Context: an optimization exercise on an open-source flow, tuned for small area, a short achievable clock period and few clock cycles. The choices shown serve that exercise and are no tape-out recipe. RTL that was checked went through simulation tests only; none was proved equivalent to the original. Function not checked in runs 5 and 6: the RTL went through the layout flow alone. Power and IR drop assume default switching activity.

[design/flow/run.sh]
#!/bin/bash
# synth_recipe.tcl (not shown) runs the flow's synth.tcl, then flattens the netlist and writes it again
# the make line also repeats each setting of config.mk as NAME=value (left out here)
make -C /OpenROAD-flow-scripts/flow DESIGN_CONFIG=/design/flow/config.mk WORK_HOME=/design/flow/orfs CLKGATE_MAP_FILE= SYNTH_SCRIPT=/design/flow/synth_recipe.tcl finish
[design/flow/config.mk]
export PLATFORM = sky130hd
export DESIGN_NAME = fbp_framer_rx
export DESIGN_NICKNAME = fbp_framer_rx
export VERILOG_FILES = /design/flow/design.v
export SDC_FILE = /design/flow/constraint.sdc
export NUM_CORES = 4
export LEC_CHECK = 0
export CAP_MARGIN = 20
export CORE_MARGIN = 2
export CORE_UTILIZATION = 30
export CTS_BUF_LIST = sky130_fd_sc_hd__clkbuf_8 sky130_fd_sc_hd__clkbuf_16
export CTS_CLUSTER_DIAMETER = 60
export CTS_CLUSTER_SIZE = 30
export PLACE_DENSITY = 0.45
export SLEW_MARGIN = 20
[design/flow/constraint.sdc]
create_clock -name core_clock -period 12.0 [get_ports {clk}]
set_input_delay 2.4000 -clock core_clock [delete_from_list [all_inputs] [get_ports {clk}]]
set_output_delay 2.4000 -clock core_clock [all_outputs]
set_load 0.01 [all_outputs]
[design/flow/design.v]
module fbp_framer_rx (
    input  wire        clk,
    input  wire        rst,
    input  wire        in_valid,
    input  wire [7:0]  in_data,
    output wire        in_ready,
    output reg         ev_valid,
    output reg  [1:0]  ev_kind,
    output reg  [4:0]  ev_type,
    output reg  [10:0] ev_id,
    output reg  [15:0] ev_meta,
    output reg  [7:0]  ev_len,
    output reg         pl_valid,
    output reg  [7:0]  pl_data,
    output reg         pl_last,
    output reg         busy,
    output reg  [31:0] stat_ignored,
    output reg  [31:0] stat_resync
);
    localparam integer M  = 16;          
    localparam integer K  = 17;          
    localparam integer L  = M * K;       
    localparam integer QD = 4;           
    localparam [2:0] S_SOF1  = 3'd0,
                     S_SOF2  = 3'd1,
                     S_FTYPE = 3'd2,
                     S_DHDR  = 3'd3,
                     S_STORE = 3'd4;
    localparam [1:0] EV_DATA  = 2'd1,
                     EV_LINK  = 2'd2,
                     EV_ERROR = 2'd3;
    localparam [31:0] CRC_RESIDUE = 32'hDEBB20E3;
    function [8:0] padd(input [8:0] x, input [3:0] k);
        reg [9:0] s;
        begin
            s = {1'b0, x} + {6'd0, k};
            padd = (s >= L) ? s - L : s[8:0];
        end
    endfunction
    function [8:0] psub(input [8:0] a, input [8:0] b);
        reg [9:0] s;
        begin
            s = {1'b0, a} - {1'b0, b};
            psub = s[9] ? s + L : s[8:0];
        end
    endfunction
    function [4:0] tapidx(input [8:0] a, input [8:0] t);
        reg [5:0] d;
        begin
            d = {1'b0, a[8:4]} - {1'b0, t[8:4]};
            tapidx = d[5] ? d[4:0] + K : d[4:0];
        end
    endfunction
    function [7:0] lencrc(input [7:0] x);
        reg [7:0] c;
        integer i;
        begin
            c = x;
            for (i = 0; i < 8; i = i + 1)
                c = c[7] ? ((c << 1) ^ 8'hD7) : (c << 1);
            lencrc = c;
        end
    endfunction
    function [31:0] crc32_byte(input [31:0] c_in, input [7:0] d);
        reg [31:0] c;
        integer i;
        begin
            c = c_in ^ {24'd0, d};
            for (i = 0; i < 8; i = i + 1)
                c = c[0] ? ((c >> 1) ^ 32'hEDB88320) : (c >> 1);
            crc32_byte = c;
        end
    endfunction
    function is_link_type(input [4:0] t);
        is_link_type = (t == 5'h0F) || (t == 5'h17) || (t == 5'h1B) ||
                       (t == 5'h1D) || (t == 5'h1E);
    endfunction
    reg  [8*L-1:0] ring;
    reg  [8:0]     tn;           
    reg  [7:0]     in_q;
    reg            vq;
    reg            rdy;
    reg  [8:0]     wp;
    reg  [4:0]     wtap;         
    assign in_ready = rdy;
    wire [8*L-1:0] ring_rot = {ring[7:0], ring[8*L-1:8]};
    integer j;
    reg [8*L-1:0] ring_nx;
    always @* begin
        ring_nx = ring_rot;
        for (j = 0; j < K; j = j + 1)
            if (vq && wtap == j)
                ring_nx[8*((j*M + L - 1) % L) +: 8] = in_q;
    end
    always @(posedge clk)
        ring <= ring_nx;
    function [7:0] tap_rd(input [4:0] t);
        integer k;
        begin
            tap_rd = 8'd0;
            for (k = 0; k < K; k = k + 1)
                if (t == k) tap_rd = ring[8*(k*M) +: 8];
        end
    endfunction
    reg [8:0]  fa;           
    reg        fal;          
    reg [4:0]  ftap;         
    reg        byp;          
    reg [8:0]  rp;           
    reg [7:0]  rb;
    reg        rbv;
    reg [2:0]  state;
    reg [8:0]  sp2;          
    reg [3:0]  n;            
    reg [8:0]  rem;          
    reg        last;         
    reg        is_sync;
    reg [31:0] crc;
    reg        crc_ok;
    reg [1:0]  ign_d;
    reg        err_d;
    reg        d_act;
    reg        dal;
    reg [4:0]  dtap;
    reg [8:0]  d_a;
    reg [7:0]  d_cnt;
    reg        dz;           
    reg [8:0]  q_s [0:QD-1];
    reg [7:0]  q_l [0:QD-1];
    reg [1:0]  q_wr, q_rd;
    reg [2:0]  q_n;
    reg [8:0]  tail_r;
    reg        space_ok;
    wire b55 = (rb == 8'h55);
    wire b00 = (rb == 8'h00);
    wire [4:0] bt = rb[7:3];
    wire q_full = q_n[2];
    wire stall = rbv && state == S_STORE && last && ev_type == 5'd0 && q_full;
    wire cons  = rbv && !stall;
    reg [2:0] nx_state;
    reg       nx_sp;             
    reg       do_err, do_jump, do_disp;
    reg [1:0] ign;
    always @* begin
        nx_state = state;
        nx_sp    = 1'b0;
        do_err   = 1'b0;
        do_jump  = 1'b0;
        do_disp  = 1'b0;
        ign      = 2'd0;
        case (state)
            S_SOF1: begin
                if (b55) begin
                    nx_sp = 1'b1; nx_state = S_SOF2;
                end else begin
                    do_err = 1'b1; ign = 2'd1;
                end
            end
            S_SOF2: begin
                if (b00) nx_state = S_FTYPE;
                else if (b55) begin ign = 2'd1; nx_sp = 1'b1; end
                else begin do_err = 1'b1; ign = 2'd2; nx_state = S_SOF1; end
            end
            S_FTYPE: begin
                if (bt == 5'd0) nx_state = S_DHDR;
                else if (is_link_type(bt)) nx_state = S_STORE;
                else begin
                    do_err = 1'b1;
                    if (b55) begin ign = 2'd2; nx_sp = 1'b1; nx_state = S_SOF2; end
                    else begin ign = 2'd3; nx_state = S_SOF1; end
                end
            end
            S_DHDR: begin
                if (n == 4'd5) begin
                    if (rb != lencrc(ev_len)) begin
                        do_err = 1'b1; ign = 2'd2; do_jump = 1'b1; nx_state = S_SOF1;
                    end else nx_state = S_STORE;
                end
            end
            default: begin
                if (last) begin
                    if (b55 && crc_ok) begin
                        do_disp = 1'b1; nx_sp = 1'b1; nx_state = S_SOF2;
                    end else begin
                        do_err = 1'b1; ign = 2'd2; do_jump = 1'b1; nx_state = S_SOF1;
                    end
                end
            end
        endcase
    end
    wire [7:0] f_tap   = tap_rd(ftap);
    wire       f_ok    = byp ? vq : fal;
    wire       f_load  = (!rbv || cons) && f_ok;
    wire       jump    = cons && do_jump;
    wire       f_take  = f_load && !jump;
    wire [8:0] fa1     = padd(fa, 4'd1);
    wire [7:0] d_tap   = tap_rd(dtap);
    wire       d_rd    = d_act && dal;
    wire       d_done  = d_rd && dz;
    wire       d_free  = !d_act || d_done;
    wire       q_push  = cons && do_disp && ev_type == 5'd0;
    wire       q_pop   = d_free && q_n != 3'd0;
    wire [8:0] q_head  = q_s[q_rd];
    wire [8:0] cand_tail = (state == S_DHDR || state == S_STORE) ? sp2 : rp;
    wire [8:0] tail = d_act ? d_a : (q_n != 3'd0) ? q_head : cand_tail;
    wire       acc    = in_valid && rdy;
    wire [3:0] al0    = wp[3:0] + {3'd0, vq} - tn[3:0] - 4'd1;
    wire [3:0] al1    = wp[3:0] + {3'd0, vq} - tn[3:0];
    wire [8:0] wp1    = padd(wp, 4'd1);
    always @(posedge clk) begin
        if (rst) begin
            tn           <= 9'd1;
            vq           <= 1'b0;
            rdy          <= 1'b0;
            wp           <= 9'd0;
            fa           <= 9'd0;
            fal          <= 1'b0;
            byp          <= 1'b1;
            rp           <= 9'd0;
            rbv          <= 1'b0;
            state        <= S_SOF1;
            is_sync      <= 1'b1;
            ign_d        <= 2'd0;
            err_d        <= 1'b0;
            d_act        <= 1'b0;
            q_n          <= 3'd0;
            q_wr         <= 2'd0;
            q_rd         <= 2'd0;
            space_ok     <= 1'b0;
            tail_r       <= 9'd0;
            ev_valid     <= 1'b0;
            pl_valid     <= 1'b0;
            busy         <= 1'b0;
            stat_ignored <= 32'd0;
            stat_resync  <= 32'd0;
        end else begin
            tn   <= padd(tn, 4'd1);
            in_q <= in_data;
            vq   <= acc;
            if (vq) wp <= wp1;
            if (!vq) wtap <= tapidx(wp, tn);
            rdy  <= space_ok && (acc ? (al1 == 4'd0) : (al0 == 4'd0));
            tail_r   <= tail;
            space_ok <= (psub(wp, tail_r) <= L - 6);
            if (f_load) rb <= byp ? in_q : f_tap;
            rbv <= jump ? 1'b0 : f_take ? 1'b1 : cons ? 1'b0 : rbv;
            if (jump) begin
                fa   <= sp2;
                rp   <= sp2;
                fal  <= (sp2[3:0] == tn[3:0]);
                ftap <= tapidx(sp2, tn);
                byp  <= 1'b0;
            end else if (f_take) begin
                fa   <= fa1;
                rp   <= fa;
                byp  <= vq ? byp : (fa1 == wp);
            end else begin
                fal  <= (fa[3:0] == tn[3:0]);
                ftap <= tapidx(fa, tn);
                byp  <= vq ? 1'b0 : byp;
            end
            stat_ignored <= stat_ignored + {30'd0, ign_d};
            stat_resync  <= stat_resync + {31'd0, err_d};
            ign_d <= 2'd0;
            err_d <= 1'b0;
            ev_valid <= 1'b0;
            if (cons) begin
                state <= nx_state;
                if (nx_sp) sp2 <= padd(rp, 4'd2);
                n     <= (n == 4'd8) ? n : n + 4'd1;
                if (nx_state == S_SOF2 || nx_state == S_SOF1) n <= 4'd1;
                if (state == S_SOF2 && b00) n <= 4'd2;
                rem  <= rem - 9'd1;
                last <= (rem == 9'd2);
                if (state == S_FTYPE) begin
                    ev_type     <= rb[7:3];
                    ev_id[10:8] <= rb[2:0];
                    crc   <= crc32_byte(32'hFFFFFFFF, rb);
                    rem   <= 9'd6;
                    last  <= 1'b0;
                end else begin
                    crc <= crc32_byte(crc, rb);
                end
                crc_ok <= (crc32_byte(crc, rb) == CRC_RESIDUE);
                if (n == 4'd3) ev_id[7:0] <= rb;
                if (n == 4'd4 && state == S_DHDR) ev_len <= rb;
                if (n == 4'd5 && state == S_DHDR) begin
                    rem  <= {1'b0, ev_len} + 9'd8;
                    last <= 1'b0;
                end
                if (n == 4'd6) ev_meta[7:0]  <= rb;
                if (n == 4'd7) ev_meta[15:8] <= rb;
                ign_d <= ign;
                if (do_err && is_sync) begin
                    is_sync  <= 1'b0;
                    err_d    <= 1'b1;
                    ev_valid <= 1'b1;
                    ev_kind  <= EV_ERROR;
                end
                if (do_disp) begin
                    is_sync  <= 1'b1;
                    ev_valid <= 1'b1;
                    ev_kind  <= (ev_type == 5'd0) ? EV_DATA : EV_LINK;
                end
            end
            pl_valid <= d_rd;
            if (d_rd) begin
                pl_data <= d_tap;
                pl_last <= dz;
            end
            if (q_pop) begin
                d_act <= 1'b1;
                d_a   <= q_head;
                d_cnt <= q_l[q_rd];
                dz    <= (q_l[q_rd] == 8'd0);
                dal   <= (q_head[3:0] == tn[3:0]);
                dtap  <= tapidx(q_head, tn);
                q_rd  <= q_rd + 2'd1;
            end else begin
                if (d_done) d_act <= 1'b0;
                if (d_rd) begin
                    d_a   <= padd(d_a, 4'd1);
                    d_cnt <= d_cnt - 8'd1;
                    dz    <= (d_cnt == 8'd1);
                end else begin
                    dal  <= (d_a[3:0] == tn[3:0]);
                    dtap <= tapidx(d_a, tn);
                end
            end
            q_n <= q_n + {2'd0, q_push} - {2'd0, q_pop};
            if (q_push) begin
                q_s[q_wr] <= padd(sp2, 4'd6);
                q_l[q_wr] <= ev_len;
                q_wr      <= q_wr + 2'd1;
            end
            busy <= acc || rbv || f_ok || !byp || vq || (q_n != 3'd0) ||
                    (d_act && !d_done);
        end
    end
endmodule
==> summary.md, run 1 <==
| Metric | Value |
|---|---|
| M3 GR Usage | 0.0232 |
| Hold bufs inserted after CTS | 0 |
| Synth unique cells | between 90 and 100 |
| Pin count of the biggest net entering global routing | between 80 and 90 |
| TNS Setup | 0 ns |
| Syn Inst Count | around 4800 |
| Startpoint Class | flip-flop |
| Setup CP Type | reg -> out |
| Final #Nets | 5053 |
| # rows | 175 |
| Fmax | ~220 MHz |
| Fin area | slightly below 0.08 mm^2 |
| #FFs+latches synth | roughly 2500 |
| Sequential Power Share | 0.558 |
| Most frequent cells in the layout | dfxtp_1, nor2_1, edfxtp_1 |
| Worst-path clk slew | about 0.1 ns |
| Setup crit end kind | output pin |
| Total Wirelength | 139 mm |
| CP cell instances | clkdlybuf4s50_1 |
| Asr flop ratio synth | 0 |
| Most common cell after layout, fill and taps aside | dfxtp_1 |
| Die Y | about 480 um |
| Die W | 481 um |
| Clock Path Buffers | 3 |
| Pwr/cell area | between 150 and 200 mW/mm^2 |
| Max FO, Critical Path | 8 |
| Tmin final | around 4.5 ns |
| Die area | roughly 0.23 mm^2 |
| Max Cap Violations | 0 |
| Initial DRC Count | 2271 |
| Hold_sp | ring[661]$_DFF_P_ |
| Post_cts resized | 0 |
| Switch share | 0.250 |
| RSZ-0062 raised after global routing | no |
| Final Setup Violations | 0 |
| Total clock sinks | 2536 |
| Number of CTS-inserted buffers | 151 |
| Starting density of the core | 0.301 |
| Syn nets | between 4000 and 5000 |
| Crit path required time | 9.60 ns |
| Busiest grt layer | met2 |
| CTS tree | done |
| Arrival @ worst endpoint | about 2.1 ns |
| Worst Hold Class | reg -> reg |
| Hold_ws | around 0.29 ns |
| Drt pass-1 iters | 8 |
| Max Slew Vio Count | 0 |
| Psw | 3.92 mW |
| Met1 GRT Util | 0.168 |
| Post-DRT Antenna Nets | 0 |
| Combinational group share of total power | 0.069 |
| Internal power | around 12 mW |
| Avg WL per Cell | ~17 um |
| Dominant synthesized flop cell | dfxtp_1 |
| Worst-margin pin slew | about 1.2 ns |
| Io pins | 130 |
| Delay-heaviest family, CP | flip-flops |
| Mapped Area | about 0.068 mm^2 |
| Worst reg2reg startpoint | ev_len[7]$_DFFE_PP_ |
| Lkg Pwr | ~30 nW |
| Core area | ~0.23 mm^2 |
| Drt via density | 4.16 |
| Layout cells sized above 1 | 0.104 |
| Total gr overflow | 0 |
| Area after DPL | 0.0732 mm^2 |
| Crit path buffers/inverters | 1 |
| DR vias | roughly 34000 |
| GR Util All Layers | 0.119 |
| Clock Tree Root | clkbuf_16 |
| Final critical-path share of the clock period | 0.375 |
| CTS HTree Levels | 4 |
| Worst Skew | 0.0573 ns |
| Average size of a mapped cell | ~14 um^2 |
| Gpl congestion | roughly 0.86 |
| Vias in the first global route | 32500 |
| Worst skew pair latency | around 0.84 ns |
| First-pass GRT wire length | between 200 and 250 mm |
| Peak VDD IR | between 150 and 200 uV |
| Drt drc | 0 |
| Number of buffers added on ports | roughly 130 |
| Met2 GRT Util | 0.178 |
| Fill cells | 21800 |
| Post-synth EDFFs | between 200 and 250 |
| CP startpoint | ev_len[1]$_DFFE_PP_ |
| Layout Area Growth over Synthesis | 15.2% |
| Sequential share of the synthesized area | 0.776 |
| Antenna violations before repair | 8 |
| Clock Power Share | 0.373 |
| Worst Hold Depth | 0 |
| HPWL after DPL | roughly 93 mm |
| Post-CTS Setup Bufs | 0 |
| RR Endpoint | ftap[1]$_DFFE_PP_ |
| Peak per-stage delay on the critical path | a little under 0.7 ns |
| R2r worst-path depth | 8 |
| Min-Delay Endpoint | ring[653]$_DFF_P_ |
| Hold Violations, Final | 0 |
| Slew headroom | 0.208 |
| CP max stage cell | edfxtp_1 |
| Yosys warns | 1 |
| Worst R2R Setup Slack | slightly above 8 ns |
| Status | complete, no violations |
logic make-up (layout without fill, tap and decap cells):
kind of cell	Yosys count	after routing	share of synthesized area
xor gates and xnor gates	341	341	0.0460
adders and majority gates	108	108	0.0208
AOI/OAI and AO/OA	473	473	0.0449
DFF	2536	2536	0.776
other	0	9	0
and+or+nand+nor	808	808	0.0563
muxes	230	230	0.0418
buffers and inverters	256	557	0.0148
metal layers:
layer	up-vias	share of wire	routed length [um]
met5	-	0	0
met4	0	0.036	5000
met3	263	0.043	6040
met2	680	0.42	58900
met1	16300	0.50	69000
li1	16400	-	-
synthesized netlist by cell type, drive strengths merged, types with 30 or more instances:
library cell,count,area [um^2]
nor2b,30,188
dfxtp,2311,46300
o21ai,129,646
inv,107,402
nand3,89,445
mux2i,56,561
nor2,246,926
nor3,61,310
buf,44,214
ha,99,1240
mux2,144,1620
clkbuf,101,382
a21oi,111,559
edfxtp,225,6760
xor2,138,1230
mux4,30,676
xnor2,199,1820
nand2,212,796
a31oi,32,215
power by group through the flow:
stage | sequential, mW | combinational (mW) | clock (mW)
5_1_grt | 8.76 | 1.18 | 6.39
6_report | 8.74 | 1.08 | 5.85
4_1_cts | 8.75 | 1.07 | 6.08
3_3_place_gp | 8.94 | 1.06 | 0
3_5_place_dp | 8.94 | 1.06 | 0
2_1_floorplan | 8.86 | 0.783 | 0
area by class of cell:
type / instances / area (um^2) / area share
Tap cell: 3009 / 3760 / 0.0478
Clock inverter: 115 / 1620 / 0.0206
Multi-Input combinational cell: 1960 / 14400 / 0.182
Inverter: 111 / 417 / 0.00529
Antenna cell: 9 / 22.5 / 0.000286
Sequential cell: 2536 / 53000 / 0.673
Timing Repair Buffer: 174 / 1650 / 0.0210
Clock buffer: 157 / 3890 / 0.0495
stage by stage:
stage,std cells,setup WS (ns),power [mW],utilization
after global routing,8063,7.38,16.3,0.347
after detailed placement,7788,7.11,10.0,0.322
final,8071,7.50,15.7,0.347
after floorplan,4752,7.84,9.65,-
after CTS,8060,7.38,15.9,0.347
after global placement,7788,7.06,10.0,0.322
flip-flops by register name (all words and copies together) (netlist names), 9 cells and up, named ones only:
| name | count |
|---|---|
| rp | 9 |
| tn | 9 |
| stat_resync | 32 |
| ring | 2176 |
| q_s | 36 |
| sp2 | 9 |
| crc | 32 |
| d_a | 9 |
| wp | 9 |
| stat_ignored | 32 |
| q_l | 32 |
| rem | 9 |
| ev_id | 11 |
| ev_meta | 16 |
| tail_r | 9 |
| fa | 9 |
worst max-delay path by stage:
stage | endpoint | slack (ns) | cells past startpoint
2_1_floorplan | n[0]$_SDFFCE_PP0P_ | 7.84 | 4
3_3_place_gp | q_l[0][0]$_DFFE_PP_ | 7.06 | 6
3_5_place_dp | q_l[0][0]$_DFFE_PP_ | 7.11 | 6
4_1_cts | ev_len[7] | 7.38 | 1
5_1_grt | ev_len[7] | 7.38 | 1
6_report | ev_len[1] | 7.50 | 1
Testbench counts, summed over its fixed seeds: cycles 42,447.
==> run 2, diff against run 1 <==
==> design/flow/flow/run.sh (new file) <==
#!/bin/bash
# Standard layout, with the setup repair aiming at a tighter slack than the clock needs.
set -euo pipefail
export SETUP_SLACK_MARGIN=7.8
bash standard.sh > standard_flow.log 2>&1
==> design/flow/standard.sh (new file) <==
#!/bin/bash
# synth_recipe.tcl (not shown) runs the flow's synth.tcl, then flattens the netlist and writes it again
# the make line also repeats each setting of config.mk as NAME=value (left out here)
make -C /OpenROAD-flow-scripts/flow DESIGN_CONFIG=/design/flow/config.mk WORK_HOME=/design/flow/orfs CLKGATE_MAP_FILE= SYNTH_SCRIPT=/design/flow/synth_recipe.tcl "${@:-finish}"
removed: design/flow/run.sh
==> summary.md, run 2 <==
| Metric | Value |
|---|---|
| Pwr/cell area | 199 mW/mm^2 (about the same) |
| Worst Skew | 0.0569 ns (-0.000371 ns) |
| Gpl congestion | 0.859 (unchanged) |
| #FFs+latches synth | 2536 (unchanged) |
| Number of buffers added on ports | 129 (unchanged) |
| HPWL after DPL | 93.0 mm (unchanged) |
| RSZ-0062 raised after global routing | no |
| Lkg Pwr | 30.1 nW (+1.3%) |
| Core area | 0.227 mm^2 (unchanged) |
| Most flops, register | ring |
| Final Setup Violations | 0 (unchanged) |
| Setup CP Type | reg -> out |
| Mapped Area | 0.0684 mm^2 (unchanged) |
| Die area | 0.232 mm^2 (unchanged) |
| Pin count of the biggest net entering global routing | 83 (unchanged) |
| Worst skew pair latency | 0.84 ns (about the same) |
| Max Cap Violations | 0 (unchanged) |
| Layout cells sized above 1 | 0.107 (+0.00306) |
| Crit path buffers/inverters | 1 (unchanged) |
| Area contributors post-synth | dfxtp_1, edfxtp_1, xnor2_1 |
| Arrival @ worst endpoint | 1.70 ns (-0.40 ns) |
| Crit path required time | 9.60 ns (about the same) |
| Clock Tree Root | clkbuf_16 |
| Area after DPL | 0.0732 mm^2 (unchanged) |
| Die Y | 481 um (unchanged) |
| Register area | 0.0530 mm^2 (about the same) |
| Peak VDD IR | 153 uV (+0.15%) |
| Sequential share of the synthesized area | 0.776 (unchanged) |
| Drt via density | 4.16 (about the same) |
| Drt drc | 0 (unchanged) |
| Number of CTS-inserted buffers | 151 (unchanged) |
| Count leader, synth | dfxtp_1 |
| First-pass GRT wire length | 208 mm (+0.35%) |
| Startpoint Class | flip-flop |
| Asr flop ratio synth | 0 (unchanged) |
| Antenna violations before repair | 8 (unchanged) |
| Synth unique cells | 95 (unchanged) |
| DR vias | 33600 (+0.018%) |
| Post-synth top area share | 0.677 (unchanged) |
| Most common cell after layout, fill and taps aside | dfxtp_1 |
| Clock Path Buffers | 3 (unchanged) |
| Post-DRT Antenna Nets | 0 (unchanged) |
| # rows | 175 (unchanged) |
| Slew headroom | 0.225 (+0.0173) |
| Total gr overflow | 0 (unchanged) |
| Setup crit end kind | output pin |
| Die W | 481 um (unchanged) |
| Hold_ws | 0.294 ns (+0.000751 ns) |
| Syn nets | 4871 (unchanged) |
| TNS Setup | 0 ns (unchanged) |
| Drt pass-1 iters | 5 (-3) |
| Vias in the first global route | 32500 (+0.086%) |
| Placed Instances | 7788 (unchanged) |
| Peak per-stage delay on the critical path | 0.54 ns (-0.14 ns) |
| CTS tree | done |
| Starting density of the core | 0.301 (unchanged) |
| Syn Inst Count | 4752 (unchanged) |
| Final non-filler cell total | 8079 (+0.099%) |
| Post-synth EDFFs | 225 (unchanged) |
| Hold Violations, Final | 0 (unchanged) |
| GR Util All Layers | 0.120 (+0.000524) |
| Worst-path clk slew | 0.10 ns (about the same) |
| Fill cells | 21800 (+0.23%) |
| CP max stage cell | clkdlybuf4s50_1 |
| Multi-input gate area | 0.0144 mm^2 (unchanged) |
| Max FO, Critical Path | 4 (-4) |
| CTS HTree Levels | 4 (unchanged) |
| Total Wirelength | 139 mm (+0.27%) |
| Dominant synthesized flop cell | dfxtp_1 |
| Worst-margin pin slew | 1.15 ns (-0.0257 ns) |
| Io pins | 130 (unchanged) |
| Largest registers | ring (2176), q_s (36) |
| Worst Hold Class | reg -> reg |
| Average size of a mapped cell | 14.4 um^2 (unchanged) |
| CP cell instances | clkdlybuf4s50_1 |
| Final #Nets | 5058 (+0.099%) |
| Avg WL per Cell | 17.2 um (+0.17%) |
| Fmax | 244 MHz (+9.8%) |
| Max Slew Vio Count | 0 (unchanged) |
| Fin area | 0.0787 mm^2 (about the same) |
| Final critical-path share of the clock period | 0.342 (-0.0336) |
| Layout Area Growth over Synthesis | 15.1% (about the same) |
| Tmin final | 4.10 ns (-0.403 ns) |
| Leading area contributor after synthesis | dfxtp_1 |
| Status | complete, no violations |
| Delay-heaviest family, CP | buffers and inverters |
| Most frequent cells in the layout | dfxtp_1, nor2_1, edfxtp_1 |
| Top cells by count, synth | dfxtp_1, nor2_1, edfxtp_1 |
| Number of flip-flops in the largest register | 2176 (unchanged) |
| Yosys warns | 1 (unchanged) |
| Total clock sinks | 2536 (unchanged) |
| Total Power | 15.7 mW (about the same) |
| Initial DRC Count | 2267 (-0.18%) |
[run 2: cell counts after synthesis]
Identical to the previous run, type by type.
[run 2: power breakdown]
part	leakage, nW	total, mW	internal, mW	switching [mW]
logic	6.80	1.08	0.403	0.674
clock network	2.68	5.85	2.72	3.13
registers	20.7	8.74	8.63	0.116
total	30.1	15.7	11.8	3.92
[run 2: logic make-up (layout without fill, tap and decap cells)]
| kind of cell | after synthesis | in the layout | synth area share |
|---|---|---|---|
| compound gates | 473 | 473 | 0.0449 |
| mux | 230 | 230 | 0.0418 |
| other cells | 0 | 12 | 0 |
| fa+ha+maj | 108 | 108 | 0.0208 |
| flops | 2536 | 2536 | 0.776 |
| buf+inv | 256 | 562 | 0.0148 |
| xor+xnor | 341 | 341 | 0.0460 |
| simple gates | 808 | 808 | 0.0563 |
[run 2: through the flow]
| stage | setup slack [ns] | utilization |
|---|---|---|
| floorplan | 7.84 | - |
| global placement | 7.06 | 0.322 |
| detailed placement | 7.11 | 0.322 |
| CTS | 7.80 | 0.346 |
| global route | 7.80 | 0.346 |
| finish | 7.90 | 0.347 |
[run 2: final timing paths]
check	start	to	slack, ns	cells past startpoint
max	stat_resync[14]$_SDFF_PP0_	stat_resync[14]	7.90	1
min	ring[661]$_DFF_P_	ring[653]$_DFF_P_	0.29	0
max reg2reg	ev_len[7]$_DFFE_PP_	ftap[1]$_DFFE_PP_	8.13	9
min reg2reg	ring[661]$_DFF_P_	ring[653]$_DFF_P_	0.29	0
[run 2: cell type report]
cell class,count,area share
Multi-Input combinational cell,1960,0.183
Sequential cell,2536,0.674
Inverter,111,0.00529
Antenna cell,12,0.000382
Clock buffer,157,0.0495
Tap cell,3009,0.0478
Timing Repair Buffer,179,0.0200
Clock inverter,115,0.0206
[run 2: timing repair]
action                                  CTS  global route
buffers inserted                          5             0
gates resized for setup                 122             1
gates cloned                              0             0
pin swaps                                 0             0
endpoints found under the setup margin  108             1
hold buffers                              0             0
hold endpoints to repair                  0             0
[run 2: routing by layer]
metal	vias to the layer above	global-route usage	part of all wire
li1	16400	-	-
met1	16300	0.169	0.49
met2	691	0.179	0.43
met3	256	0.0231	0.043
met4	0	0.0476	0.036
met5	-	0	0
==> run 3, diff against run 2 <==
==> design/flow/flow/run.sh (replaced) <==
#!/bin/bash
# Standard layout, with the setup repair aiming at a tighter slack than the clock needs.
set -euo pipefail
export SETUP_SLACK_MARGIN=8.4
bash standard.sh > standard_flow.log 2>&1
==> summary.md, run 3 <==
| Metric | Value |
|---|---|
| Setup crit end kind | output pin |
| Yosys warns | 1 (unchanged) |
| Max FO, Critical Path | 2 (-2) |
| Vias in the first global route | 32800 (+0.83%) |
| Clock Path Buffers | 3 (unchanged) |
| DR vias | 33800 (+0.62%) |
| Synth unique cells | 95 (unchanged) |
| Clock Power Share | 0.370 (-0.003) |
| Largest registers | ring (2176), q_s (36) |
| Layout Area Growth over Synthesis | 16.6% |
| First-pass GRT wire length | 209 mm (+0.47%) |
| Post-synth top area share | 0.677 (unchanged) |
| Core area | 0.227 mm^2 (unchanged) |
| Layout cells sized above 1 | 0.160 (+0.0535) |
| Max Cap Violations | 0 (unchanged) |
| Die W | 481 um (unchanged) |
| Area contributors post-synth | dfxtp_1, edfxtp_1, xnor2_1 |
| Delay-heaviest family, CP | flip-flops |
| Placed Instances | 7784 (-0.051%) |
| Worst Skew | 0.0513 ns (-0.00560 ns) |
| Post-DRT Antenna Nets | 0 (unchanged) |
| Synthesized-area fraction occupied by adder cells | 0.0208 (unchanged) |
| Total gr overflow | 0 (unchanged) |
| Final #Nets | 5145 (+1.7%) |
| Crit path required time | 9.60 ns (about the same) |
| Leading area contributor after synthesis | dfxtp_1 |
| TNS Setup | 0 ns (unchanged) |
| RSZ-0062 raised after global routing | yes |
| Starting density of the core | 0.301 (unchanged) |
| Number of CTS-inserted buffers | 146 (-3.3%) |
| Drt drc | 0 (unchanged) |
| Final critical-path share of the clock period | 0.328 (-0.0133) |
| Avg WL per Cell | 17.2 um (-0.21%) |
| Clock Tree Root | clkbuf_16 |
| Gpl congestion | 0.836 (-2.7%) |
| R2r worst-path depth | 8 (-1) |
| Crit path buffers/inverters | 1 (unchanged) |
| Total Wirelength | 140 mm (+0.74%) |
| Peak per-stage delay on the critical path | 0.53 ns (about the same) |
| Dominant synthesized flop cell | dfxtp_1 |
| Count leader, synth | dfxtp_1 |
| Most common cell after layout, fill and taps aside | dfxtp_1 |
| CP Depth | 1 (unchanged) |
| Combinational group share of total power | 0.069 (about the same) |
| Lkg Pwr | 30.5 nW (+1.2%) |
| Drt via density | 4.14 (-0.33%) |
| Internal power | 11.7 mW (-0.40%) |
| Number of buffers added on ports | 129 (unchanged) |
| Total clock sinks | 2536 (unchanged) |
| Worst skew pair latency | 0.83 ns (about the same) |
| Syn nets | 4871 (unchanged) |
| Die Y | 481 um (unchanged) |
| CP cell instances | buf_2 |
| Sequential share of the synthesized area | 0.776 (unchanged) |
| Setup CP Type | reg -> out |
| Worst reg2reg startpoint | ftap[0]$_DFFE_PP_ |
| Hold_sp | ring[357]$_DFF_P_ |
| Tmin final | 3.94 ns (-0.159 ns) |
| Drt pass-1 iters | 5 (unchanged) |
| Post-Synth XOR/XNOR Area | 0.0460 (unchanged) |
| Largest family of logic cells by synthesized area | simple AND/OR/NAND/NOR gates |
| Syn Inst Count | 4752 (unchanged) |
| Top cells by count, synth | dfxtp_1, nor2_1, edfxtp_1 |
| Startpoint Class | flip-flop |
| CTS HTree Levels | 4 (unchanged) |
| Mux share of post-synthesis cell area | 0.0418 (unchanged) |
| CP endpoint | ev_len[0] |
| CP startpoint | ev_len[0]$_DFFE_PP_ |
| Sequential Power Share | 0.561 (+0.003) |
| #FFs+latches synth | 2536 (unchanged) |
| Fmax | 254 MHz (+4.0%) |
| Final Setup Violations | 0 (unchanged) |
| Worst-path clk slew | 0.10 ns (about the same) |
| Post-synth EDFFs | 225 (unchanged) |
| Worst-margin pin slew | 1.09 ns (-0.0604 ns) |
| Worst Hold Class | reg -> reg |
| Initial DRC Count | 2313 (+2.0%) |
| Psw | 3.89 mW (-0.71%) |
| HPWL after DPL | 92.2 mm (-0.83%) |
| # rows | 175 (unchanged) |
| Antenna violations before repair | 10 (+2) |
| CP max stage cell | edfxtp_1 |
| Arrival @ worst endpoint | 1.54 ns (-0.16 ns) |
| Peak VDD IR | 149 uV (-2.4%) |
| Number of flip-flops in the largest register | 2176 (unchanged) |
| Io pins | 130 (unchanged) |
| GR Util All Layers | 0.120 (+0.000911) |
| Most frequent cells in the layout | dfxtp_1, nor2_1, edfxtp_1 |
| Mapped Area | 0.0684 mm^2 (unchanged) |
| RR Endpoint | rb[5]$_DFFE_PP_ |
| Average size of a mapped cell | 14.4 um^2 (unchanged) |
| Switch share | 0.249 (-0.000583) |
| Pwr/cell area | 196 mW/mm^2 (-1.8%) |
| Status | complete, no violations |
| CTS tree | done |
| Worst R2R Setup Slack | 8.49 ns (+0.36 ns) |
| Die area | 0.232 mm^2 (unchanged) |
| Final non-filler cell total | 8156 (+0.95%) |
| Pin count of the biggest net entering global routing | 76 (-8.4%) |
| Most flops, register | ring |
| Hold bufs inserted after CTS | 0 (unchanged) |
| Asr flop ratio synth | 0 (unchanged) |
| Slew headroom | 0.270 (+0.0447) |
| Hold Violations, Final | 0 (unchanged) |
| Compound-gate portion of the synthesized area | 0.0449 (unchanged) |
| Max Slew Vio Count | 0 (unchanged) |
| Area share of and/or/nand/nor cells after synthesis | 0.0563 (unchanged) |
==> run 3: cell counts after synthesis <==
No cell type changed its count.
==> run 3: worst min path at each step <==
stage	end	slack, ns	cells past startpoint
2_1_floorplan	ring[0]$_DFF_P_	0.31	0
3_3_place_gp	ring[1447]$_DFF_P_	0.31	0
3_5_place_dp	ring[1157]$_DFF_P_	0.31	0
4_1_cts	ring[293]$_DFF_P_	0.29	0
5_1_grt	ring[374]$_DFF_P_	0.29	0
6_report	ring[349]$_DFF_P_	0.29	0
==> run 3: routing by layer <==
metal  up-vias  part of all wire  GRT usage
li1      16500                 -          -
met1     16400              0.49      0.168
met2       626              0.44      0.184
met3       235             0.044     0.0227
met4         0             0.034     0.0467
met5         -                 0          0
==> run 3: power by group through the flow <==
| stage | clock network (mW) | registers (mW) | logic (mW) |
|---|---|---|---|
| final | 5.77 | 8.74 | 1.08 |
| after global routing | 6.32 | 8.76 | 1.19 |
| after CTS | 6.01 | 8.75 | 1.07 |
| after detailed placement | 0 | 8.94 | 1.07 |
| after global placement | 0 | 8.94 | 1.06 |
| after floorplan | 0 | 8.86 | 0.785 |
==> run 3: metrics by stage <==
step | hold slack (ns) | total power [mW] | util | area (um^2) | worst slack (ns)
global placement | 0.309 | 10.0 | 0.322 | 73200 | 7.38
global route | 0.290 | 16.3 | 0.351 | 79700 | 8.00
floorplan | 0.310 | 9.65 | - | 68400 | 8.34
detailed placement | 0.312 | 10.0 | 0.322 | 73200 | 7.33
CTS | 0.287 | 15.8 | 0.350 | 79400 | 7.95
finish | 0.289 | 15.6 | 0.351 | 79700 | 8.06
==> run 3: area by class of cell <==
class | count | area (um^2)
flip-flops and latches | 2536 | 53200
clock inverters | 106 | 1630
fillers | 21700 | 147000
inverters | 111 | 438
multi-input cells | 1962 | 14500
clock buffers | 157 | 3850
repair inverters | 1 | 7.51
diodes | 6 | 15.0
well taps | 3009 | 3760
repair buffers | 268 | 2320
==> run 3: kinds of logic (layout without fill, tap and decap cells) <==
group / count (synthesis) / in the layout
buffers and inverters: 256 / 643
AND/OR/NAND/NOR: 808 / 808
XOR/XNOR: 341 / 341
flip-flops: 2536 / 2536
multiplexers: 230 / 230
AO/OA/AOI/OAI: 473 / 475
adder cells (fa/ha/maj): 108 / 108
other: 0 / 6
==> run 3: timing repair <==
action	in CTS	in global routing
gates cloned	3	0
gates resized for setup	677	34
setup buffers	76	23
setup endpoints to repair	198	191
pin swaps	3	4
endpoints found under the hold margin	0	0
==> run 4, diff against run 3 <==
==> design/flow/flow/run.sh (replaced) <==
#!/bin/bash
# Standard layout, with the setup repair aiming at a tighter slack than the clock needs
# and a clock tree built from larger sink clusters without dummy loads.
set -euo pipefail
export SETUP_SLACK_MARGIN=9.0
export CTS_ARGS="-sink_clustering_enable -repair_clock_nets -sink_clustering_size 30 -sink_clustering_max_diameter 60 -buf_list {sky130_fd_sc_hd__clkbuf_8 sky130_fd_sc_hd__clkbuf_16} -dont_use_dummy_load"
bash standard.sh > standard_flow.log 2>&1
--- a/design/flow/config.mk
+++ b/design/flow/config.mk
@@ -10,5 +10,2 @@
 export CORE_UTILIZATION = 30
-export CTS_BUF_LIST = sky130_fd_sc_hd__clkbuf_8 sky130_fd_sc_hd__clkbuf_16
-export CTS_CLUSTER_DIAMETER = 60
-export CTS_CLUSTER_SIZE = 30
 export PLACE_DENSITY = 0.45
==> summary.md, run 4 <==
| Metric | Value |
|---|---|
| Status | complete, no violations |
| Core area | 0.227 mm^2 (unchanged) |
| Number of buffers added on ports | 129 (unchanged) |
| Total clock sinks | 2536 (unchanged) |
| Hold bufs inserted after CTS | 0 (unchanged) |
| Post-synth EDFFs | 225 (unchanged) |
| Total Power | 14.7 mW (-5.9%) |
| Synth unique cells | 95 (unchanged) |
| Met2 GRT Util | 0.189 (+0.00566) |
| Compound-gate portion of the synthesized area | 0.0449 (unchanged) |
| Final critical-path share of the clock period | 0.323 (-0.00572) |
| Crit path required time | 9.60 ns (about the same) |
| Synthesized-area fraction occupied by adder cells | 0.0208 (unchanged) |
| Setup CP Type | reg -> out |
| Io pins | 130 (unchanged) |
| Clock Path Buffers | 3 (unchanged) |
| Clock Tree Root | clkbuf_16 |
| Slew headroom | 0.231 (-0.0388) |
| Hold_ws | 0.230 ns (-0.0596 ns) |
| Leading area contributor after synthesis | dfxtp_1 |
| Final Setup Violations | 0 (unchanged) |
| Count leader, synth | dfxtp_1 |
| Hold Violations, Final | 0 (unchanged) |
| Most flops, register | ring |
| Dominant synthesized flop cell | dfxtp_1 |
| Area share of and/or/nand/nor cells after synthesis | 0.0563 (unchanged) |
| Total gr overflow | 0 (unchanged) |
| Top cells by count, synth | dfxtp_1, nor2_1, edfxtp_1 |
| Sequential share of the synthesized area | 0.776 (unchanged) |
| CTS HTree Levels | 4 (unchanged) |
| Setup crit end kind | output pin |
| Drt pass-1 iters | 5 (unchanged) |
| Die area | 0.232 mm^2 (unchanged) |
| Tmin final | 3.87 ns (-0.0687 ns) |
| Die Y | 481 um (unchanged) |
| GR Util All Layers | 0.122 (+0.00177) |
| Pin count of the biggest net entering global routing | 77 (+1.3%) |
| Max Cap Violations | 0 (unchanged) |
| Initial DRC Count | 2297 (-0.69%) |
| Most common cell after layout, fill and taps aside | dfxtp_1 |
| Avg WL per Cell | 17.6 um (+2.3%) |
| Max Slew Vio Count | 0 (unchanged) |
| Fin area | 0.0799 mm^2 (+0.26%) |
| CP cell instances | buf_2 |
| M3 GR Usage | 0.0233 (+0.000668) |
| RSZ-0062 raised after global routing | yes |
| Area after DPL | 0.0733 mm^2 (+0.12%) |
| Post-synth top area share | 0.677 (unchanged) |
| Asr flop ratio synth | 0 (unchanged) |
| Delay-heaviest family, CP | flip-flops |
| Peak per-stage delay on the critical path | 0.51 ns (-0.02 ns) |
| Worst Hold Class | reg -> reg |
| Layout cells sized above 1 | 0.184 (+0.0240) |
| Yosys warns | 1 (unchanged) |
| HPWL after DPL | 92.2 mm (about the same) |
| Worst Skew | 0.111 ns (+0.0593 ns) |
| Drt drc | 0 (unchanged) |
| Post-DRT Antenna Nets | 0 (unchanged) |
| Antenna violations before repair | 10 (unchanged) |
| Total Wirelength | 144 mm (+2.3%) |
| Drt via density | 4.19 (+1.1%) |
| Worst-margin pin slew | 1.15 ns (+0.0563 ns) |
| Crit path buffers/inverters | 1 (unchanged) |
| CP max stage cell | edfxtp_1 |
| Peak VDD IR | 135 uV (-9.2%) |
| Final #Nets | 5255 (+2.1%) |
| Multi-input gate area | 0.0153 mm^2 (+5.4%) |
| Syn nets | 4871 (unchanged) |
| Pwr/cell area | 184 mW/mm^2 (-6.1%) |
| Layout Area Growth over Synthesis | 16.9% |
| Vias in the first global route | 33300 (+1.6%) |
| Number of CTS-inserted buffers | 146 (unchanged) |
| Register area | 0.0532 mm^2 (about the same) |
| Die W | 481 um (unchanged) |
| Busiest grt layer | met2 |
| Most frequent cells in the layout | dfxtp_1, edfxtp_1, nor2_1 |
| Largest family of logic cells by synthesized area | simple AND/OR/NAND/NOR gates |
| Area contributors post-synth | dfxtp_1, edfxtp_1, xnor2_1 |
| First-pass GRT wire length | 213 mm (+1.7%) |
| Mux share of post-synthesis cell area | 0.0418 (unchanged) |
| Gpl congestion | 0.840 (+0.54%) |
| Met1 GRT Util | 0.171 (+0.00257) |
| Startpoint Class | flip-flop |
| DR vias | 34200 (+1.1%) |
| Syn Inst Count | 4752 (unchanged) |
| Lkg Pwr | 30.5 nW (about the same) |
| Average size of a mapped cell | 14.4 um^2 (unchanged) |
| Mapped Area | 0.0684 mm^2 (unchanged) |
| Number of flip-flops in the largest register | 2176 (unchanged) |
| CTS tree | done |
| Fmax | 258 MHz (+1.8%) |
| Worst-path clk slew | 0.10 ns (about the same) |
| Worst skew pair latency | 0.83 ns (about the same) |
| # rows | 175 (unchanged) |
| TNS Setup | 0 ns (unchanged) |
| Post-Synth XOR/XNOR Area | 0.0460 (unchanged) |
| Arrival @ worst endpoint | 1.47 ns (-0.07 ns) |
| #FFs+latches synth | 2536 (unchanged) |
| Starting density of the core | 0.301 (unchanged) |
| Largest registers | ring (2176), q_s (36) |
| Max FO, Critical Path | 2 (unchanged) |
| Fill cells | 21700 (-0.083%) |
run 4: cell count changes in the layout (fill, tap and decap cells not counted), moves of 10 or more:
cell	delta
buf_4	+70
inv_6	-20
nor2_1	-20
clkinv_16	-18
buf_12	+16
buf_6	+14
nor2_4	+14
clkinv_8	-13
clkinv_4	-11
o21ai_0	-10
run 4: worst register-to-register path: stages (launching register included):
cell	delay (ns)
edfxtp_1	0.51
buf_6	0.17
buf_6	0.10
buf_8	0.11
ha_4	0.31
xor3_2	0.29
xnor3_1	0.27
nand2_2	0.08
o2bb2ai_4	0.16
o2111ai_4	0.14
buf_6	0.16
buf_12	0.12
buf_8	0.11
buf_6	0.11
a31oi_4	0.20
buf_12	0.17
mux2i_4	0.23
o31ai_2	0.07
run 4: path summary, 6_finish.rpt:
| kind | slack (ns) | start | endpoint | depth (start not counted) |
|---|---|---|---|---|
| setup / recovery | 8.13 | ev_len[1]$_DFFE_PP_ | ev_len[1] | 1 |
| hold / removal | 0.23 | ring[986]$_DFF_P_ | ring[978]$_DFF_P_ | 0 |
| setup reg to reg | 8.59 | ev_len[7]$_DFFE_PP_ | fal$_SDFFE_PP0N_ | 17 |
| hold reg to reg | 0.23 | ring[986]$_DFF_P_ | ring[978]$_DFF_P_ | 0 |
run 4: per-layer routing:
metal  wire, um  up-vias  share of wire
met1      69500    16600           0.48
met4       4350        0          0.030
met5          0        -              0
met3       6430      248          0.045
met2      63300      680           0.44
li1           -    16600              -
run 4: logic make-up after synthesis:
family	Yosys count
simple gates	808
compound gates	473
xor+xnor	341
buf+inv	256
mux	230
fa+ha+maj	108
flops	2536
run 4: area by class of cell:
type / count / area share
repair buffers: 378 / 0.0442
repair inverters: 1 / 0.0000939
well taps: 3009 / 0.0471
diodes: 12 / 0.000376
clock buffers: 146 / 0.0457
inverters: 111 / 0.00567
flip-flops and latches: 2536 / 0.665
multi-input cells: 1962 / 0.192
run 4: through the flow:
| step | setup WS (ns) | std cells | utilization |
|---|---|---|---|
| 3_3_place_gp | 7.44 | 7781 | 0.323 |
| 3_5_place_dp | 7.45 | 7782 | 0.323 |
| 6_report | 8.13 | 8155 | 0.352 |
| 4_1_cts | 8.02 | 8097 | 0.348 |
| 2_1_floorplan | 8.34 | 4752 | - |
| 5_1_grt | 8.05 | 8144 | 0.352 |
run 4: report_power, final:
group / internal (mW) / switching, mW / total [mW]
combinational: 0.532 / 0.779 / 1.31
sequential: 8.62 / 0.0801 / 8.70
clock: 2.16 / 2.50 / 4.65
total: 11.3 / 3.36 / 14.7
run 4: timing repair:
action                     in CTS  in global routing
gates resized for setup       817                 94
setup endpoints to repair     430                288
gates cloned                    4                  2
pin swaps                      43                 30
buffers inserted              165                 44
==> run 5, diff against run 4 <==
--- a/design/flow/design.v
+++ b/design/flow/design.v
@@ -133,2 +133,5 @@
     reg        space_ok;
+    reg        rst_q;        
+    reg        is_data;      
+    reg [7:0]  lc_exp;       
     wire b55 = (rb == 8'h55);
@@ -137,3 +140,3 @@
     wire q_full = q_n[2];
-    wire stall = rbv && state == S_STORE && last && ev_type == 5'd0 && q_full;
+    wire stall = rbv && state == S_STORE && last && is_data && q_full;
     wire cons  = rbv && !stall;
@@ -174,3 +177,3 @@
                 if (n == 4'd5) begin
-                    if (rb != lencrc(ev_len)) begin
+                    if (rb != lc_exp) begin
                         do_err = 1'b1; ign = 2'd2; do_jump = 1'b1; nx_state = S_SOF1;
@@ -200,3 +203,3 @@
     wire       d_free  = !d_act || d_done;
-    wire       q_push  = cons && do_disp && ev_type == 5'd0;
+    wire       q_push  = cons && do_disp && is_data;
     wire       q_pop   = d_free && q_n != 3'd0;
@@ -209,4 +212,6 @@
     wire [8:0] wp1    = padd(wp, 4'd1);
+    always @(posedge clk)
+        rst_q <= rst;
     always @(posedge clk) begin
-        if (rst) begin
+        if (rst_q) begin
             tn           <= 9'd1;
@@ -241,3 +246,3 @@
             if (!vq) wtap <= tapidx(wp, tn);
-            rdy  <= space_ok && (acc ? (al1 == 4'd0) : (al0 == 4'd0));
+            rdy  <= !rst && space_ok && (acc ? (al1 == 4'd0) : (al0 == 4'd0));
             tail_r   <= tail;
@@ -266,2 +271,3 @@
             ev_valid <= 1'b0;
+            ev_kind  <= (cons && do_err) ? EV_ERROR : is_data ? EV_DATA : EV_LINK;
             if (cons) begin
@@ -275,2 +281,3 @@
                 if (state == S_FTYPE) begin
+                    is_data     <= (rb[7:3] == 5'd0);
                     ev_type     <= rb[7:3];
@@ -285,6 +292,7 @@
                 if (n == 4'd3) ev_id[7:0] <= rb;
-                if (n == 4'd4 && state == S_DHDR) ev_len <= rb;
-                if (n == 4'd5 && state == S_DHDR) begin
-                    rem  <= {1'b0, ev_len} + 9'd8;
-                    last <= 1'b0;
+                if (n == 4'd4 && state == S_DHDR) begin
+                    ev_len <= rb;
+                    lc_exp <= lencrc(rb);
+                    rem    <= {1'b0, rb} + 9'd9;
+                    last   <= 1'b0;
                 end
@@ -296,4 +304,3 @@
                     err_d    <= 1'b1;
-                    ev_valid <= 1'b1;
-                    ev_kind  <= EV_ERROR;
+                    ev_valid <= !rst;
                 end
@@ -301,11 +308,8 @@
                     is_sync  <= 1'b1;
-                    ev_valid <= 1'b1;
-                    ev_kind  <= (ev_type == 5'd0) ? EV_DATA : EV_LINK;
+                    ev_valid <= !rst;
                 end
             end
-            pl_valid <= d_rd;
-            if (d_rd) begin
-                pl_data <= d_tap;
-                pl_last <= dz;
-            end
+            pl_valid <= d_rd && !rst;
+            pl_data  <= d_tap;
+            pl_last  <= dz;
             if (q_pop) begin
@@ -335,3 +339,3 @@
             end
-            busy <= acc || rbv || f_ok || !byp || vq || (q_n != 3'd0) ||
+            busy <= rst || acc || rbv || f_ok || !byp || vq || (q_n != 3'd0) ||
                     (d_act && !d_done);
--- a/design/flow/flow/run.sh
+++ b/design/flow/flow/run.sh
@@ -4,3 +4,3 @@
 set -euo pipefail
-export SETUP_SLACK_MARGIN=9.0
+export SETUP_SLACK_MARGIN=8.6
 export CTS_ARGS="-sink_clustering_enable -repair_clock_nets -sink_clustering_size 30 -sink_clustering_max_diameter 60 -buf_list {sky130_fd_sc_hd__clkbuf_8 sky130_fd_sc_hd__clkbuf_16} -dont_use_dummy_load"
==> summary.md, run 5 <==
| Metric | Value |
|---|---|
| Leading area contributor after synthesis | dfxtp_1 |
| Die area | 0.233 mm^2 (+0.62%) |
| Drt drc | 0 (unchanged) |
| Worst skew pair latency | 0.82 ns (about the same) |
| #FFs+latches synth | 2546 (+0.39%) |
| Clock Path Buffers | 3 (unchanged) |
| Sequential Power Share | 0.599 (+0.006) |
| Hold Violations, Final | 0 (unchanged) |
| Most frequent cells in the layout | dfxtp_1, nor2_1, edfxtp_1 |
| Multi-input gate area | 0.0147 mm^2 (-4.3%) |
| Most flops, register | ring |
| Avg WL per Cell | 17.6 um (-0.13%) |
| Layout Area Growth over Synthesis | 13.8% |
| Met1 GRT Util | 0.169 (-0.00160) |
| Worst-path clk slew | 0.10 ns (about the same) |
| Total clock sinks | 2546 (+0.39%) |
| Initial DRC Count | 2179 (-5.1%) |
| Slew headroom | 0.290 (+0.0592) |
| First-pass GRT wire length | 213 mm (+0.13%) |
| Crit path required time | 9.60 ns (about the same) |
| CP Depth | 1 (unchanged) |
| Die W | 483 um (+0.31%) |
| Clock Tree Root | clkbuf_16 |
| Yosys warns | 1 (unchanged) |
| Startpoint Class | flip-flop |
| Hold bufs inserted after CTS | 0 (unchanged) |
| CTS HTree Levels | 4 (unchanged) |
| Worst Skew | 0.0952 ns (-0.0155 ns) |
| Worst-margin pin slew | 1.06 ns (-0.0868 ns) |
| R2r worst-path depth | 5 (-12) |
| Number of flip-flops in the largest register | 2176 (unchanged) |
| Sequential share of the synthesized area | 0.775 (about the same) |
| Setup crit end kind | output pin |
| Io pins | 130 (unchanged) |
| Starting density of the core | 0.302 (+0.00102) |
| Setup CP Type | reg -> out |
| Tmin final | 3.89 ns (+0.0218 ns) |
| Layout cells sized above 1 | 0.139 (-0.0455) |
| Most common cell after layout, fill and taps aside | dfxtp_1 |
| # rows | 175 (unchanged) |
| CP max stage cell | edfxtp_1 |
| Core area | 0.228 mm^2 (+0.29%) |
| Combinational group share of total power | 0.076 (-0.013) |
| Vias in the first global route | 33300 (+0.17%) |
| Max Slew Vio Count | 0 (unchanged) |
| Busiest grt layer | met2 |
| Peak per-stage delay on the critical path | 0.53 ns (+0.02 ns) |
| Drt pass-1 iters | 6 (+1) |
| Post-synth top area share | 0.673 (-0.00394) |
| Peak VDD IR | 122 uV (-9.4%) |
| Final #Nets | 5228 (-0.51%) |
| Fill cells | 22000 (+1.4%) |
| HPWL after DPL | 93.7 mm (+1.6%) |
| Total Wirelength | 143 mm (-0.63%) |
| Final critical-path share of the clock period | 0.324 (+0.00182) |
| GR Util All Layers | 0.122 (-0.000637) |
| Arrival @ worst endpoint | 1.49 ns (+0.02 ns) |
| Psw | 3.32 mW (-1.0%) |
| Drt via density | 4.24 (+1.2%) |
| CTS tree | done |
| Number of buffers added on ports | 129 (unchanged) |
| Post-synth EDFFs | 234 (+4.0%) |
| Final Setup Violations | 0 (unchanged) |
| Total gr overflow | 0 (unchanged) |
| DR vias | 34400 (+0.68%) |
| Switch share | 0.227 (-0.00165) |
| Top cells by count, synth | dfxtp_1, nor2_1, edfxtp_1 |
| Clock Power Share | 0.325 (+0.008) |
| Post-DRT Antenna Nets | 0 (unchanged) |
| Max Cap Violations | 0 (unchanged) |
| Crit path buffers/inverters | 1 (unchanged) |
| Die Y | 483 um (+0.31%) |
| Largest registers | ring (2176), q_s (36) |
| Worst Hold Class | reg -> reg |
| Delay-heaviest family, CP | flip-flops |
| Register area | 0.0534 mm^2 (+0.48%) |
| Final non-filler cell total | 8114 (-0.50%) |
| Pwr/cell area | 187 mW/mm^2 (+1.8%) |
| CP cell instances | buf_2 |
| Antenna violations before repair | 9 (-1) |
| Fmax | 257 MHz (-0.56%) |
| Met2 GRT Util | 0.190 (+0.000872) |
| RSZ-0062 raised after global routing | yes |
| Max FO, Critical Path | 1 (-1) |
| Dominant synthesized flop cell | dfxtp_1 |
| Placed Instances | 7864 (+1.1%) |
| Average size of a mapped cell | 14.3 um^2 (-0.89%) |
| Lkg Pwr | 29.9 nW (-2.0%) |
| M3 GR Usage | 0.0255 (+0.00221) |
| Area contributors post-synth | dfxtp_1, edfxtp_1, xnor2_1 |
| Mapped Area | 0.0688 mm^2 (+0.63%) |
| Pin count of the biggest net entering global routing | 71 (-7.8%) |
| Worst Hold Depth | 0 (unchanged) |
| Synth unique cells | 89 (-6.3%) |
| Number of CTS-inserted buffers | 151 (+3.4%) |
| Asr flop ratio synth | 0 (unchanged) |
| Layout Utilization | 0.344 (-0.00817) |
| Status | complete, no violations |
| Gpl congestion | 0.826 (-1.7%) |
| Internal power | 11.3 mW (about the same) |
| Syn nets | 4947 (+1.6%) |
| TNS Setup | 0 ns (unchanged) |
| Syn Inst Count | 4825 (+1.5%) |
| Count leader, synth | dfxtp_1 |
## run 5: cell count changes after synthesis, sizes merged, moves of 12 or more
cell	previous run	this run
buf	44	32
a21oi	111	161
nand2b	12	24
nand2	212	230
clkbuf	101	113
a22oi	13	28
mux2	144	128
nor3	61	49
## run 5: cell type report
class,instances,share of cell area
inverter,112,0.00542
antenna,1,0.0000320
sequential,2546,0.682
tap,3009,0.0481
timing repair buffer,273,0.0286
clock buffer,151,0.0483
multi-input combinational,2022,0.187
## run 5: layer usage
metal,up-vias,routed length [um]
met4,0,3440
li1,16600,-
met3,217,7420
met5,-,0
met2,719,63600
met1,16800,68200
## run 5: cell families after synthesis
| kind of cell | count (synthesis) | synth area share |
|---|---|---|
| DFF | 2546 | 0.775 |
| and+or+nand+nor | 838 | 0.0593 |
| AOI/OAI and AO/OA | 519 | 0.0468 |
| xor gates and xnor gates | 342 | 0.0452 |
| buffers and inverters | 257 | 0.0145 |
| muxes | 212 | 0.0381 |
| adders and majority gates | 111 | 0.0212 |
## run 5: path summary, 6_finish.rpt
kind                                          end                  from  slack, ns
worst max-delay path                   pl_data[1]  pl_data[1]$_DFFE_PN_       8.11
worst min-delay path            ring[306]$_DFF_P_     ring[314]$_DFF_P_       0.25
worst max register to register    rb[3]$_DFFE_PP_     ftap[1]$_DFFE_PP_       8.77
worst min register to register  ring[306]$_DFF_P_     ring[314]$_DFF_P_       0.25
## run 5: timing repair
action	4_1_cts	5_1_grt
pin swaps	1	2
setup buffers	70	28
setup endpoints to repair	201	184
gates resized for setup	653	32
## run 5: through the flow
stage	hold slack [ns]	worst slack (ns)	area (um^2)	power (mW)
4_1_cts	0.253	7.95	78000	14.8
3_5_place_dp	0.312	8.06	73700	10.1
6_report	0.246	8.11	78300	14.6
3_3_place_gp	0.310	8.05	73600	10.0
2_1_floorplan	0.310	8.67	68800	9.68
5_1_grt	0.234	8.03	78300	15.3
## run 5: power groups by stage
stage / Clock, mW / Combinational, mW / Sequential, mW
after floorplan: 0 / 0.769 / 8.91
after global placement: 0 / 1.09 / 8.96
after detailed placement: 0 / 1.09 / 8.96
after CTS: 4.99 / 1.10 / 8.76
after global routing: 5.30 / 1.21 / 8.77
final: 4.76 / 1.11 / 8.76
==> run 6, diff against run 5 <==
--- a/design/flow/design.v
+++ b/design/flow/design.v
@@ -215,28 +215,3 @@
     always @(posedge clk) begin
-        if (rst_q) begin
-            tn           <= 9'd1;
-            vq           <= 1'b0;
-            rdy          <= 1'b0;
-            wp           <= 9'd0;
-            fa           <= 9'd0;
-            fal          <= 1'b0;
-            byp          <= 1'b1;
-            rp           <= 9'd0;
-            rbv          <= 1'b0;
-            state        <= S_SOF1;
-            is_sync      <= 1'b1;
-            ign_d        <= 2'd0;
-            err_d        <= 1'b0;
-            d_act        <= 1'b0;
-            q_n          <= 3'd0;
-            q_wr         <= 2'd0;
-            q_rd         <= 2'd0;
-            space_ok     <= 1'b0;
-            tail_r       <= 9'd0;
-            ev_valid     <= 1'b0;
-            pl_valid     <= 1'b0;
-            busy         <= 1'b0;
-            stat_ignored <= 32'd0;
-            stat_resync  <= 32'd0;
-        end else begin
+        begin
             tn   <= padd(tn, 4'd1);
@@ -342,2 +317,28 @@
         end
+        if (rst_q) begin
+            tn           <= 9'd1;
+            vq           <= 1'b0;
+            rdy          <= 1'b0;
+            wp           <= 9'd0;
+            fa           <= 9'd0;
+            fal          <= 1'b0;
+            byp          <= 1'b1;
+            rp           <= 9'd0;
+            rbv          <= 1'b0;
+            state        <= S_SOF1;
+            is_sync      <= 1'b1;
+            ign_d        <= 2'd0;
+            err_d        <= 1'b0;
+            d_act        <= 1'b0;
+            q_n          <= 3'd0;
+            q_wr         <= 2'd0;
+            q_rd         <= 2'd0;
+            space_ok     <= 1'b0;
+            tail_r       <= 9'd0;
+            ev_valid     <= 1'b0;
+            pl_valid     <= 1'b0;
+            busy         <= 1'b0;
+            stat_ignored <= 32'd0;
+            stat_resync  <= 32'd0;
+        end
     end
==> summary.md, run 6 <==
| Metric | Value |
|---|---|
| #FFs+latches synth | 2546 (unchanged) |
| Setup CP Type | reg -> out |
| Hold bufs inserted after CTS | 0 (unchanged) |
| Largest registers | ring (2176), q_s (36) |
| Pin count of the biggest net entering global routing | 66 (-7.0%) |
| Vias in the first global route | 32400 (-2.7%) |
| Lkg Pwr | 29.7 nW (-0.55%) |
| Count leader, synth | dfxtp_1 |
| CP max stage cell | edfxtp_1 |
| Startpoint Class | flip-flop |
| DR vias | 33800 (-1.9%) |
| Slew headroom | 0.285 (-0.00533) |
| Layout Utilization | 0.344 (about the same) |
| Worst-path clk slew | 0.09 ns (about the same) |
| Worst skew pair latency | 0.83 ns (about the same) |
| Average size of a mapped cell | 14.3 um^2 (+0.41%) |
| Most frequent cells in the layout | dfxtp_1, nand2_1, nor2_1 |
| Area contributors post-synth | dfxtp_1, edfxtp_1, xnor2_1 |
| Multi-input gate area | 0.0147 mm^2 (+0.10%) |
| Setup crit end kind | output pin |
| Dominant synthesized flop cell | dfxtp_1 |
| First-pass GRT wire length | 208 mm (-2.5%) |
| Initial DRC Count | 2446 (+12%) |
| Number of CTS-inserted buffers | 149 (-1.3%) |
| Number of buffers added on ports | 129 (unchanged) |
| Leading area contributor after synthesis | dfxtp_1 |
| Register area | 0.0533 mm^2 (-0.31%) |
| Final critical-path share of the clock period | 0.315 (-0.00940) |
| Die Y | 482 um (-0.12%) |
| Synth unique cells | 87 (-2.2%) |
| Total Wirelength | 140 mm (-2.1%) |
| Arrival @ worst endpoint | 1.38 ns (-0.11 ns) |
| Final non-filler cell total | 8086 (-0.35%) |
| Hold Violations, Final | 0 (unchanged) |
| Syn nets | 4916 (-0.63%) |
| Max Cap Violations | 0 (unchanged) |
| Fmax | 265 MHz (+3.0%) |
| CTS tree | done |
| Pwr/cell area | 188 mW/mm^2 (+0.44%) |
| Layout Area Growth over Synthesis | 13.9% (about the same) |
| Sequential share of the synthesized area | 0.774 (-0.000949) |
| Max Slew Vio Count | 0 (unchanged) |
| Worst R2R Setup Slack | 8.71 ns (-0.06 ns) |
| CTS HTree Levels | 4 (unchanged) |
| Worst Skew | 0.0962 ns (+0.00110 ns) |
| Most common cell after layout, fill and taps aside | dfxtp_1 |
| Peak VDD IR | 114 uV (-6.8%) |
| Delay-heaviest family, CP | flip-flops |
| Avg WL per Cell | 17.3 um (-1.7%) |
| Die area | 0.233 mm^2 (-0.23%) |
| RSZ-0062 raised after global routing | yes |
| Final Setup Violations | 0 (unchanged) |
| Tmin final | 3.78 ns (-0.113 ns) |
| CP cell instances | buf_2 |
| Status | complete, no violations |
| Starting density of the core | 0.302 (-0.000419) |
| Syn Inst Count | 4794 (-0.64%) |
| Yosys warns | 1 (unchanged) |
| Post-DRT Antenna Nets | 0 (unchanged) |
| GR Util All Layers | 0.119 (-0.00272) |
| Total gr overflow | 0 (unchanged) |
| Fill cells | 22000 (-0.26%) |
| Drt via density | 4.17 (-1.5%) |
| Number of flip-flops in the largest register | 2176 (unchanged) |
| Core area | 0.227 mm^2 (about the same) |
| Worst Hold Class | reg -> reg |
| Peak per-stage delay on the critical path | 0.43 ns (-0.10 ns) |
| Top cells by count, synth | dfxtp_1, nand2_1, nor2_1 |
| Crit path buffers/inverters | 1 (unchanged) |
| Max FO, Critical Path | 4 (+3) |
| Io pins | 130 (unchanged) |
| Most flops, register | ring |
| Mapped Area | 0.0686 mm^2 (-0.23%) |
| Post-synth EDFFs | 215 (-8.1%) |
| Drt pass-1 iters | 5 (-1) |
| Worst-margin pin slew | 1.07 ns (+0.0102 ns) |
| Crit path required time | 9.60 ns (about the same) |
| Placed Instances | 7835 (-0.37%) |
| Final #Nets | 5195 (-0.63%) |
| # rows | 175 (unchanged) |
| Total clock sinks | 2546 (unchanged) |
| Drt drc | 0 (unchanged) |
| Gpl congestion | 0.827 (+0.13%) |
| Post-synth top area share | 0.680 (+0.00712) |
| Asr flop ratio synth | 0 (unchanged) |
| Antenna violations before repair | 1 (-8) |
| Die W | 482 um (-0.12%) |
| Clock Path Buffers | 3 (unchanged) |
| Layout cells sized above 1 | 0.143 (+0.00406) |
| TNS Setup | 0 ns (unchanged) |
| Clock Tree Root | clkbuf_16 |
| HPWL after DPL | 92.8 mm (-0.88%) |
## run 6: changes by cell type in the layout (fill, tap and decap cells not counted), moves of 16 or more
cell / previous run / this run
a21oi_1: 156 / 127
xnor2_1: 184 / 209
nand2_1: 229 / 249
edfxtp_1: 234 / 215
a22oi_1: 28 / 10
nor2_1: 235 / 219
## run 6: cell type report
class                   count  share of cell area
inverters                 111             0.00549
well taps                3009              0.0481
multi-input cells        1992               0.188
clock buffers             149              0.0477
flip-flops and latches   2546               0.681
diodes                      6            0.000192
repair buffers            273              0.0295
## run 6: cells by family after synthesis
group,after synthesis,synth area share
AOI/OAI and AO/OA,488,0.0444
buffers and inverters,256,0.0146
and+or+nand+nor,823,0.0576
xor gates and xnor gates,354,0.0479
DFF,2546,0.774
adders and majority gates,111,0.0212
muxes,216,0.0403
## run 6: metrics by stage
step                      power, mW  hold WS, ns  area, um^2  setup WS, ns
after floorplan                9.76        0.310       68600          8.68
after global placement         10.1        0.310       73500          7.96
after detailed placement       10.2        0.312       73500          7.90
after CTS                      14.9        0.241       77900          8.12
after global routing           15.3        0.250       78200          8.13
final                          14.7        0.247       78200          8.22
## run 6: layer usage
layer	wire [um]	track usage	share of wire	up-vias
met1	69000	0.167	0.49	16400
met3	6040	0.0232	0.043	219
met5	0	0	0	-
met4	3520	0.0352	0.025	0
met2	61200	0.185	0.44	666
li1	-	-	-	16500
## run 6: final timing paths
path | endpoint | cells past startpoint | start
setup reg to reg | space_ok$_SDFF_PP0_ | 12 | wp[0]$_SDFFE_PP0P_
setup / recovery | ev_len[1] | 1 | ev_len[1]$_DFFE_PP_
hold reg to reg | ring[163]$_DFF_P_ | 0 | ring[171]$_DFF_P_
hold / removal | ring[163]$_DFF_P_ | 0 | ring[171]$_DFF_P_
## run 6: timing repair
item / 4_1_cts / 5_1_grt
pin swaps: 5 / 3
buffers inserted: 78 / 18
endpoints found under the setup margin: 208 / 141
resized for setup: 674 / 35
## run 6: power by group
group	total, mW	internal (mW)	leakage (nW)	switching [mW]
logic	1.17	0.462	7.10	0.712
clock network	4.72	2.20	1.84	2.52
registers	8.78	8.67	20.8	0.105

## what the ideal ports hide
In the flow no input, the clock included, has a driving cell. The finished layouts below were timed again as built, in two steps. Step 1 assumes that a clkbuf_16 drives the clock port and a buf_2 every other input. Step 2 times the ports against the registers' clock, not the clock port: input delays grow and output delays shrink by t, the midpoint of the rising clock arrivals with the driver on. Slacks: ideal / step 1 / step 2; pairs: ideal / step 1.
run	t, ns	setup slack, ns	worst register clock-pin slew, ns	worst slew at a driven data input, ns	pins driven straight from the clock port
run 1	0.901	7.497 / 7.406 / 7.144	0.11 / 0.11	0.05	1
run 2	0.901	7.901 / 7.809 / 7.136	0.11 / 0.11	0.05	1
run 3	0.875	8.060 / 7.981 / 7.728	0.11 / 0.11	0.06	1
run 4	0.856	8.128 / 8.048 / 8.217	0.10 / 0.10	0.05	1
run 5	0.846	8.107 / 8.025 / 8.032	0.11 / 0.11	0.03	1
run 6	0.847	8.219 / 8.136 / 8.060	0.11 / 0.11	0.04	1
After both steps every run listed still meets setup and hold. For run 2, which loses most, drivers alone change the setup slack by -0.092 ns; drivers and shift together by -0.765 ns.
